What follows belongs to an exercise in optimizing a design on an open flow for small area, a short achievable clock period and few clock cycles per item; a production flow would make more cautious choices. In this exercise RTL edits were held to simulation tests only and were not proved equivalent to the original. Power and IR drop assume default switching activity.

run a:
## apt_link
module apt_link (
    input  wire        clk,
    input  wire        rst,           
    input  wire        cmd_valid,
    output wire        cmd_ready,
    input  wire [47:0] cmd_word,
    output reg         rsp_valid,
    output reg  [7:0]  rsp_cmd,
    output reg  [3:0]  rsp_err,
    output reg  [63:0] rsp_data,
    input  wire        rx_valid,
    output wire        rx_ready,
    input  wire [7:0]  rx_data,
    output wire        tx_valid,
    input  wire        tx_ready,
    output wire [7:0]  tx_data
);
Settings: LEC_CHECK=0, ABC_CLOCK_PERIOD_IN_PS=4000, CAP_MARGIN=20, CORE_MARGIN=2, CORE_UTILIZATION=58, CTS_CLUSTER_DIAMETER=80, CTS_CLUSTER_SIZE=20, SLEW_MARGIN=20; clock period 10.0 ns.
standard.sh (not shown) runs the stock make flow with config.mk's settings and CLKGATE_MAP_FILE= SYNTH_SCRIPT=/design/flow/synth_recipe.tcl, a recipe that flattens the netlist after the stock synthesis.
==> flow/flow/run.sh <==
#!/bin/bash
set -euo pipefail
bash standard.sh SETUP_SLACK_MARGIN=5.75 finish > standard_flow.log 2>&1
Run a did not stop at any stage, and its layout met the timing, design-rule and antenna checks.
Testbench counts of run a, summed over its fixed seeds: cycles 50,562, items 1,200.
Input-level comparison between run b and run a:
diff --git a/flow/design.v b/flow/design.v
--- a/flow/design.v
+++ b/flow/design.v
@@ -99,16 +99,13 @@
     wire in_z_lo = (cmd_word[7:0] == 8'd0);
     wire fast_st = in_z_hi &&
                    ((((in_code == C_TXB_CLEAR) || (in_code == C_NOP)) && in_z_lo) ||
                     ((in_code == C_TXB_PUSH) && (tx_len != MAX_PAYLOAD)));
     wire fast_rxb = (in_code == C_RXB_GET) && (cmd_word[39:8] == 32'd0) && res_valid &&
                     (cmd_word[7:0] < res_len);
-    wire [8:0] in_off4 = {1'b0, cmd_word[15:8]} + 9'd4;
-    wire fast_dst = (in_code == C_DSTATUS) && (cmd_word[39:16] == 24'd0) &&
-                    (cmd_word[7:0] == 8'd4) && res_valid && (in_off4 <= {1'b0, res_len});
-    wire fast_ok  = !fault && !busy && (fast_st || fast_rxb || fast_dst);
+    wire fast_ok  = !fault && !busy && (fast_st || fast_rxb);
     wire fast_acc = accept && fast_ok;
     wire [7:0] in_rxb_byte;
     wire rx_acc = rx_valid && rx_ready_r;    
     reg        push;               
     reg  [7:0] rxd;
     wire [6:0] rx_tot = rx_cnt + {6'd0, push};    
@@ -202,13 +199,13 @@
             8'h11: reg_val = {23'd0, ka_valid[1], ka_addr[1]};
             8'h12: reg_val = {23'd0, ka_valid[2], ka_addr[2]};
             8'h13: reg_val = {23'd0, ka_valid[3], ka_addr[3]};
             default: reg_ok = 1'b0;
         endcase
     end
-    wire [4:0] ra = busy ? j[4:0] : ex_v ? cq_ra : cmd_word[12:8];
+    wire [4:0] ra = busy ? j[4:0] : cq_ra;
     wire [2:0] ra_r1 = ra[4:2] + 3'd1;
     wire [7:0] bk0 = rp0[(ra[1:0] > 2'd0) ? ra_r1 : ra[4:2]];
     wire [7:0] bk1 = rp1[(ra[1:0] > 2'd1) ? ra_r1 : ra[4:2]];
     wire [7:0] bk2 = rp2[(ra[1:0] > 2'd2) ? ra_r1 : ra[4:2]];
     wire [7:0] bk3 = rp3[ra[4:2]];
     wire [7:0] fb0 = rp0[cmd_word[4:2]];
@@ -779,14 +776,13 @@
             end
         end
         if (fast_acc) begin
             rsp_valid <= 1'b1;
             rsp_cmd   <= in_code;
             rsp_err   <= E_OK;
-            rsp_data  <= (in_code == C_DSTATUS) ? {sw, 19'd0, sflags} :
-                         {56'd0, (in_code == C_RXB_GET) ? in_rxb_byte : 8'd0};
+            rsp_data  <= {56'd0, (in_code == C_RXB_GET) ? in_rxb_byte : 8'd0};
         end
         if (rst) begin
             apply_reset;
             flush_rx;
             flush_tx;
             ex_v       <= 1'b0;
==> comparison <==
Post-synthesis compound-gate area fraction: run b < run a. Looking at category of the most critical setup path, the in2reg result is from run a; the reg2reg one comes from run b. Total wire length, run b vs run a: up slightly. Looking at cell with the largest stage delay on the worst path, the mux2i_1 result is from run a; the or4_4 one comes from run b. Clock-buffer cell count for run b is lower than for run a. In the metrics for run a and run b, the one carrying the lower synthesized area is run b. Diff run a -> run b: post-route minimum period moved down; clock share of power has increased; die area fell 0.45%; multiplexer area fraction after synthesis now larger; area growth from synthesis to layout now smaller. Net count reported at finish delta for run b relative to run a: 127 lower. Logic depth of the worst setup path including buffers ends up lower on run a. The critical path endpoint comes out j[3]$_SDFF_PP0_ in one run and rxf[18][2]$_DFFE_PP_ in the other, namely in run b and run a respectively.
Testbench counts of run b, summed over its fixed seeds: cycles 51,185, items 1,200.

separate check: timing with driven ports:
The flow's constraints put no driver on any port. The routed layouts listed below were extracted and timed again, unchanged, in two steps. Step 1, drivers: a clkbuf_16 drives clk and a buf_2 each remaining input, both assumed. Step 2 moves the port delays by t, midway between the first and last clock arrival at a register: inputs arrive t later, outputs are due t later. That takes back most of the time a late clock gives input paths. a / b / c = ideal / step 1 / step 2; a / b = the first two.
run | t, ns | setup WS [ns] | worst setup path after step 2 | latest minus earliest clock arrival (ns)
run a | 0.924 | 5.319 / 5.363 / 4.439 | input to register | 0.040 / 0.040
run b | 0.917 | 5.681 / 5.681 / 4.840 | input to register | 0.046 / 0.046
After both steps setup and hold are still met in every run listed. The setup slack of run a, which loses most, moves by +0.044 ns with the drivers and by -0.880 ns with both steps.
